From an optimization exercise on the open Yosys and OpenROAD flow, aimed at small area, a short achievable clock period and few clock cycles per item; shortcuts taken in it are not production practice. The RTL was checked by simulation tests, not by an equivalence proof against the original design. Power is estimated from default activity; no workload was simulated.

Setup of the previous run:
// hdrs_enc
module hdrs_enc (
    input  wire        clk,
    input  wire        rst,
    input  wire        cmd_valid,
    output wire        cmd_ready,
    input  wire        cmd_op,         
    input  wire        cmd_crc_init,   
    input  wire [4:0]  cmd_nsym,
    input  wire [2:0]  cmd_t4,
    input  wire [6:0]  cmd_t8,
    input  wire        sym_valid,
    output wire        sym_ready,
    input  wire [31:0] sym_data,
    output wire        out_valid,
    input  wire        out_ready,
    output wire [7:0]  out_data,
    output wire        done,
    output wire        done_err,
    output wire [4:0]  done_count,
    output wire [6:0]  done_bytes,
    output wire [31:0] done_crc
);
Size in the first run: ~4500 cells after synthesis, ~110 I/O pins, roughly 47000 µm² of cells after synthesis.
export LEC_CHECK = 0
export ABC_CLOCK_PERIOD_IN_PS = 4000
export CAP_MARGIN = 20
export CORE_MARGIN = 2
export CORE_UTILIZATION = 65
export PLACE_DENSITY = 0.75
export SETUP_SLACK_MARGIN = 5
export SLEW_MARGIN = 20
export TNS_END_PERCENT = 20
create_clock -name core_clock -period 9.0 [get_ports {clk}]
standard.sh (not shown) runs the stock make flow with config.mk's settings and CLKGATE_MAP_FILE= SYNTH_SCRIPT=/design/flow/synth_recipe.tcl, a recipe that flattens the netlist after the stock synthesis.
==> flow/flow/run.sh <==
#!/bin/bash
# The standard layout, with adders left to ABC as plain gates instead of mapped to
# the platform's full/half adder cells (ADDER_MAP_FILE empty). Synthesis is otherwise
# the standard one, so the registers are the standard synthesis's.
set -euo pipefail
bash standard.sh ADDER_MAP_FILE= finish > standard.log 2>&1
Testbench counts of the previous run, summed over its fixed seeds: cycles 13,589, symbols 9,235.
The inputs of the current run differ from those of the previous run as listed below.
--- a/flow/design.v
+++ b/flow/design.v
@@ -103,20 +103,21 @@
             else
                 tier_of = C_T32;
         end
     endfunction
     reg        p_v, p_op, p_ci;
     reg [4:0]  p_n;
     reg [2:0]  p_t4;
     reg [6:0]  p_t8;
     reg [31:0] s0, s1;
     reg        s_one, s_two;      
+    reg        s_rdy;             
     reg        l_v, l_op, l_ci, l_err, l_last;
     reg [4:0]  l_n, l_s, l_cnt;
     reg [2:0]  l_t4;
     reg [6:0]  l_t8;
     reg [15:0] l_bm;
     reg [40:0] ring [0:15];
     reg [1:0]  hc;                
     reg        e_v, e_op, e_err, e_lk, e_last, e_big, e_i0;
     reg        l_s0, compat;          
     reg [1:0]  e_ph;
@@ -233,21 +234,21 @@
     wire [5:0]  rf_k0 = room_flags(acnt),   rf_k8 = room_flags8(acnt);
     wire [5:0]  rf_s0 = e_done ? rf_e0 : e_app ? rf_a0 : rf_k0;
     wire [5:0]  rf_s8 = e_done ? rf_e8 : e_app ? rf_a8 : rf_k8;
     wire [5:0]  rf_n  = out_fire ? rf_s8 : rf_s0;
     wire        ov_s0 = e_done ? (k_sum != 8'd0) : e_app ? (k_sum >= 8'd8)  : (acnt >= 7'd8);
     wire        ov_s8 = e_done ? (k_sum >= 8'd9) : e_app ? (k_sum >= 8'd16) : (acnt >= 7'd16);
     wire        ov_n  = out_fire ? ov_s8 : ov_s0;
     assign cmd_ready = !p_v;
     wire cmd_fire = cmd_valid && !p_v;
     wire p_take   = p_v && (!l_v || l_done);
-    assign sym_ready = !s_two;
+    assign sym_ready = s_rdy;
     wire sym_fire = sym_valid && !s_two;
     assign done       = d_fire;
     assign done_err   = d_err;
     assign done_count = d_cnt;
     assign done_bytes = d_bytes;
     assign done_crc   = ~crc;
     integer i;
     wire        l_act = l_go && (tog || !e_v);    
     wire [4:0]  ins_n = l_act ? l_n : e_n;
     wire [3:0]  ins   = ins_n[3:0] - 4'd1;
@@ -267,20 +268,21 @@
         if (!s_one || l_step)
             s0 <= s_two ? s1 : sym_data;
         if (!s_two)
             s1 <= sym_data;
     end
     always @(posedge clk) begin
         if (rst) begin
             p_v    <= 1'b0;
             s_one  <= 1'b0;
             s_two  <= 1'b0;
+            s_rdy  <= 1'b1;
             l_v    <= 1'b0;
             e_v    <= 1'b0;
             e_lk   <= 1'b0;
             d_v    <= 1'b0;
             d_fire <= 1'b0;
             d_init <= 1'b0;
             acc    <= 64'd0;
             acnt   <= 7'd0;
             ov     <= 1'b0;
             rf     <= 6'b111111;
@@ -292,23 +294,25 @@
                 p_ci <= cmd_crc_init;
                 p_n  <= cmd_nsym;
                 p_t4 <= cmd_t4;
                 p_t8 <= cmd_t8;
             end else if (p_take) begin
                 p_v <= 1'b0;
             end
             if (sym_fire && !l_step) begin
                 s_one <= 1'b1;
                 s_two <= s_one;
+                s_rdy <= !s_one;
             end else if (l_step && !sym_fire) begin
                 s_one <= s_two;
                 s_two <= 1'b0;
+                s_rdy <= 1'b1;
             end
             if (l_step) begin
                 l_s0   <= 1'b0;
                 l_s    <= l_s + 5'd1;
                 l_last <= (l_s + 5'd2 == l_n);
                 if (l_op == OP_ENC) begin
                     l_bm[~l_s[3:0]] <= l_chg;
                     if (l_chg)
                         l_cnt <= l_cnt + 5'd1;
                 end
Findings:
- Internal power component: the current run and the previous run compared, lower one is the current run
- The previous run -> the current run: non-clock buffer share of cell area flat
- Wire: the current run routes less than the previous run
- Compared with the previous run, the current run shows a lower sequential cell area fraction in the yosys report.
- Area of the mapped netlist for the current run: about 1.5% up relative to the previous run
- Changes observed in the current run relative to the previous run: setup slack shows an increase of 0.13 ns; maximum fanout encountered on the critical timing path shows an increase of 48; average wire per cell in the routed design now smaller; design area shows an increase of 1.1%.
- In the current run relative to the previous run, number of filler instances in the final layout had gone up by a few percent.
Testbench counts of the current run, summed over its fixed seeds: cycles 13,589, symbols 9,235.

## afterwards: timing with drivers on the ports
The results above use ideal ports. As a check the final layouts listed here were re-extracted and re-timed, cells and wires unchanged. Step 1 sets driving cells, clkbuf_16 on the clock port and buf_2 on the other inputs (assumed; they add their load-dependent delay and slew). Step 2 times the ports against the registers' clock, not the clock port: input delays grow and output delays shrink by t, the midpoint of the rising clock arrivals with the driver on. a / b / c = no drivers / after step 1 / after step 2; a / b = the first two.
run | shift t [ns] | slack for setup (ns) | hold slack, ns | clock arrival spread, ns
the previous run | 0.733 | 4.912 / 4.844 / 4.336 | 0.416 / 0.416 / 0.416 | 0.031 / 0.030
the current run | 0.734 | 5.040 / 5.040 / 4.457 | 0.415 / 0.415 / 0.415 | 0.036 / 0.035
After both steps every run listed still meets setup and hold. The setup slack of the current run, which loses most, moves by 0.000 ns with the drivers and by -0.583 ns with both steps.
